This is an optimization exercise on Yosys and OpenROAD, whose aim is small area, a short achievable clock period and few clock cycles, not a production implementation. In this exercise RTL edits were held to simulation tests only and were not proved equivalent to the original.

## config.mk

```make
export PLATFORM = sky130hd
export DESIGN_NAME = hsv2rgb_stream
export DESIGN_NICKNAME = hsv2rgb_stream
export VERILOG_FILES = /design/flow/design.v
export SDC_FILE = /design/flow/constraint.sdc
export NUM_CORES = 4
export LEC_CHECK = 0
export CAP_MARGIN = 20
export CORE_MARGIN = 2
export CORE_UTILIZATION = 40
export SLEW_MARGIN = 20
```

## constraint.sdc

```tcl
create_clock -name core_clock -period 17.0 [get_ports {clk}]
set_input_delay 3.4000 -clock core_clock [delete_from_list [all_inputs] [get_ports {clk}]]
set_output_delay 3.4000 -clock core_clock [all_outputs]
set_load 0.01 [all_outputs]
```

## design.v

```verilog
module gr_hsv2rgb (
    input  wire [7:0]  h,
    input  wire [7:0]  s,
    input  wire [7:0]  v,
    output wire [31:0] rgba
);
    wire [2:0]  guard     = h[7:5];
    wire [7:0]  offset8   = {h[4:0], 3'b000};
    wire [15:0] third_p   = offset8 * 8'd85;
    wire [15:0] twoth_p   = offset8 * 8'd170;
    wire [7:0]  third     = third_p[15:8];
    wire [7:0]  twothirds = twoth_p[15:8];
    reg [7:0] r0, g0, b0;
    always @(*) begin
        case (guard)
            3'd0: begin r0 = 8'd255 - third;     g0 = third;              b0 = 8'd0;               end
            3'd1: begin r0 = 8'd171;             g0 = 8'd85 + third;      b0 = 8'd0;               end
            3'd2: begin r0 = 8'd171 - twothirds; g0 = 8'd170 + third;     b0 = 8'd0;               end
            3'd3: begin r0 = 8'd0;               g0 = 8'd255 - third;     b0 = third;              end
            3'd4: begin r0 = 8'd0;               g0 = 8'd171 - twothirds; b0 = 8'd85 + twothirds;  end
            3'd5: begin r0 = third;              g0 = 8'd0;               b0 = 8'd255 - third;     end
            3'd6: begin r0 = 8'd85 + third;      g0 = 8'd0;               b0 = 8'd171 - third;     end
            default: begin r0 = 8'd170 + third;  g0 = 8'd0;               b0 = 8'd85 - third;      end
        endcase
    end
    wire [7:0] r1, g1, b1;
    gr_sat_chan u_sat_r (.c(r0), .s(s), .y(r1));
    gr_sat_chan u_sat_g (.c(g0), .s(s), .y(g1));
    gr_sat_chan u_sat_b (.c(b0), .s(s), .y(b1));
    wire [7:0] r2, g2, b2;
    gr_val_chan u_val_r (.c(r1), .v(v), .y(r2));
    gr_val_chan u_val_g (.c(g1), .v(v), .y(g2));
    gr_val_chan u_val_b (.c(b1), .v(v), .y(b2));
    assign rgba = {r2, g2, b2, 8'hFF};
endmodule
module gr_sat_chan (
    input  wire [7:0] c,
    input  wire [7:0] s,
    output reg  [7:0] y
);
    wire [15:0] prod = c * s;
    wire [8:0]  sum  = {1'b0, prod[15:8]} + 9'd1 + {1'b0, 8'd255 - s};
    always @(*) begin
        if (s == 8'd255)
            y = c;
        else if (s == 8'd0)
            y = 8'd255;
        else
            y = sum[7:0];
    end
endmodule
module gr_val_chan (
    input  wire [7:0] c,
    input  wire [7:0] v,
    output reg  [7:0] y
);
    wire [15:0] prod = c * v;
    always @(*) begin
        if (v == 8'd255)
            y = c;
        else if (v == 8'd0)
            y = 8'd0;
        else
            y = prod[15:8] + 8'd1;
    end
endmodule
module hsv2rgb_stream (
    input  wire        clk,
    input  wire        rst,         
    input  wire        in_valid,
    output wire        in_ready,
    input  wire [23:0] in_hsv,      
    output reg         out_valid,
    input  wire        out_ready,
    output reg  [31:0] out_rgba     
);
    wire [31:0] rgba;
    gr_hsv2rgb u_ct (
        .h(in_hsv[23:16]), .s(in_hsv[15:8]), .v(in_hsv[7:0]), .rgba(rgba)
    );
    assign in_ready = !out_valid || out_ready;
    always @(posedge clk) begin
        if (rst) begin
            out_valid <= 1'b0;
        end else if (in_ready) begin
            out_valid <= in_valid;
            if (in_valid)
                out_rgba <= rgba;
        end
    end
endmodule
```

## run.sh

```bash
#!/bin/bash
# synth_recipe.tcl (not shown) runs the flow's synth.tcl, then flattens the netlist and writes it again
# the make line also repeats each setting of config.mk as NAME=value (left out here)
make -C /OpenROAD-flow-scripts/flow DESIGN_CONFIG=/design/flow/config.mk WORK_HOME=/design/flow/orfs CLKGATE_MAP_FILE= SYNTH_SCRIPT=/design/flow/synth_recipe.tcl finish
```

==> impl_metrics.tcl <==
set metrics [dict create \
    drtAntennaViolNets 0 \
    status "finished clean" \
    crit_fanout 16 \
    setup_ws_ps 588 \
    grtUsageTotal_pct 22.4 \
    postSynth.asyncResetShare_pct 0 \
    slew_headroom_pct 31.0 \
    vias 13778 \
    synthSimpleGateAreaFrac_pct 20.9 \
    synth_seq_cells 25 \
    tightestPinTransition_ps 1030 \
    synth_compound_area_share_pct 12.5 \
    antenna_found_initial 0 \
    drt_pass1_iterations 5 \
    io_pins 62 \
    ys_dominant_reg_cell "edfxtp_1" \
    period_needed_ps 16410 \
    post-place-ws_ps -340 \
    synth_area_per_cell_um2 8.31 \
    cts_tree "built" \
    finClkSkew_ps 2.25 \
    synth.distinct_cells 94 \
    grt_max_degree 38 \
    clockBufferDepth 2 \
    synth_common_cells "inv_1, ha_1, fa_1, and2_1, nand2_1" \
    synth_top_family_by_area "adder cells" \
    crit_required_ps 16990 \
    synthMuxAreaShare_pct 0.344 \
    grt_pass1_vias 14512 \
    timing.fmax_ghz 0.0609 \
    startpoint_type "input port" \
    timing.rr.end "out_rgba[12]" \
    syn_area_mm2 0.0160 \
    diodes 0 \
    syn2layout_area_growth_pct 15.6 \
    coreArea_mm2 0.0395 \
    worstSkewPairLatency_ps 250 \
    syn_inst 1924 \
    cap_violations 0 \
    grt_pass1_wl_mm 74.9 \
    synth-xor-area-share_pct 6.29 \
    endpoint_kind "register" \
    finalWirelength_mm 45.7 \
    final_layout_size_suffix_gt1_share_pct 12.4 \
    wl_per_cell_um 17.7 \
    holdPathEnd "out_valid" \
    htree_levels 1 \
    dp_hpwl_mm 35.7 \
    drtIter0Drc 775 \
    finalSetupViolCount 0 \
    cp_num_buf_inv 14 \
    yosysSeqAreaShare_pct 4.63 \
    die_w_um 204 \
    setup-tns-final_ps 0 \
    die-area_mm2 0.0416 \
    clk_pin_slew_ps 60 \
    via_per_inst 5.32 \
    report.final.slew_viol_count 0 \
    finalHoldViolations 0 \
    slowest_stage "fa_1" \
    hold_slack_ps 643 \
    die_h_um 204 \
    initial_utilization_pct 40.4 \
    hp-class "register to register" \
    numClockSinks 25 \
    place.port_buffers 53 \
    reg2reg_depth 3 \
    routabilityCongestion 0.936 \
    worstSetupPathType "input port to register" \
    critical-path-top-delay-family "adder cells" \
    max_stage_delay_ps 580 \
    drc 0 \
    yosysTopAreaCellShare_pct 27.1 \
    reg2reg_from "out_valid" \
    synthAdderAreaFrac_pct 45.6 \
    synth_edf_count 24 \
    cts_hold_buf 0 \
    min-delay-start "out_valid" \
    num-fill-cells 3882 \
    placementRows 73 \
    final_util_pct 46.7 \
    hold_depth 3 \
    synthTopCellsByArea "fa_1, ha_1, and2_1" \
    synth_top_cell_by_area "fa_1" \
    r2r_slack_ps 15730 \
    synth_most_common_cell "inv_1" \
    final_nets 2545 \
    numCtsBuffers 3 \
    post-route-period-util_pct 96.5 \
    crit_arrival_ps 16400 \
    root_buffer "clkbuf_16" \
    overflow 0 \
    yosysWarnings 4 \
    crit_top_cell "fa_1" \
]
[routing by layer]
metal	part of all wire (%)	global-route usage [%]	vias to the layer above
met4	2.5	5.66	0
met3	5.0	2.65	81
met5	0	0	-
met2	48	38.3	352
met1	45	29.9	6806
li1	-	-	6539
[cell type report]
class	instances	area, um^2	area share (%)
flip-flops and latches	25	741	4.01
multi-input cells	1511	14100	76.4
repair buffers	204	1690	9.13
well taps	525	657	3.55
inverters	319	1200	6.48
clock buffers	4	78.8	0.427
[metrics by stage]
stage	instances	area, um^2
2_1_floorplan	1931	16000
3_3_place_gp	2572	17900
3_5_place_dp	2572	17900
4_1_cts	2576	18000
5_1_grt	2588	18500
6_report	2588	18500
[how the worst max path moves through the flow]
stage / start / end / slack (ps) / cells after the start
floorplan: in_hsv[18] / out_rgba[15] / 510 / 55
global placement: in_hsv[18] / out_rgba[23] / -220 / 54
detailed placement: in_hsv[18] / out_rgba[22] / -340 / 52
CTS: in_hsv[18] / out_rgba[22] / 50 / 56
global route: in_hsv[20] / out_rgba[31] / -60 / 59
finish: in_hsv[20] / out_rgba[31] / 590 / 56
[registers in the layout, summed over array words and instances, names as in the netlist]
name / flops
out_rgba: 24
out_valid: 1
[what timing repair did]
action | 4_1_cts | 5_1_grt
setup endpoints to repair | 2 | 20
pin swaps | 0 | 22
buffers inserted | 0 | 12
gates resized for setup | 2 | 84
[cells by family (layout without fill, tap and decap cells)]
family          count (synthesis)  in the layout
compound gates                292            292
xor+xnor                      113            113
fa+ha+maj                     453            453
buf+inv                       395            527
flops                          25             25
mux                             5              5
other cells                     1              8
simple gates                  640            640
[layout by cell type, fill, tap and decap left out, drive strengths merged, types with 27 or more instances in the layout]
| master | instances |
|---|---|
| inv | 314 |
| ha | 237 |
| fa | 216 |
| and2 | 199 |
| nand2 | 175 |
| buf | 152 |
| nor2 | 109 |
| xnor2 | 83 |
| a21oi | 75 |
| o21ai | 64 |
| clkdlybuf4s50 | 50 |
| xor2 | 29 |
| nand3 | 28 |
| nand2b | 27 |
[worst reg2reg max path, stage by stage, from the launching register on]
cell	delay (ps)
dfxtp_1	310
nor2b_1	160
nor3b_2	150
buf_4	320
Testbench counts, summed over its fixed seeds: cycles 32,008.

-- afterwards: timing with drivers on the ports --
Ports are ideal in the flow. The routed layout listed here was re-timed in OpenROAD.
Step 1 sets driving cells, clkbuf_16 on the clock port and buf_2 on the other inputs (assumed; they add their load-dependent delay and slew).
Step 2 times the ports against the registers' clock, not the clock port: input delays grow and output delays shrink by t, the midpoint of the rising clock arrivals with the driver on.
a / b / c = ideal ports / drivers / drivers and shift; a / b = the first two.
t (ns): 0.281
setup WS [ns]: 0.588 / 0.597 / 0.316
worst setup path after step 2: input to register
cell pins on the clock port's net: 1
After both steps setup and hold are still met in this run. The setup slack of this run moves by +0.009 ns with the drivers and by -0.272 ns with both steps.
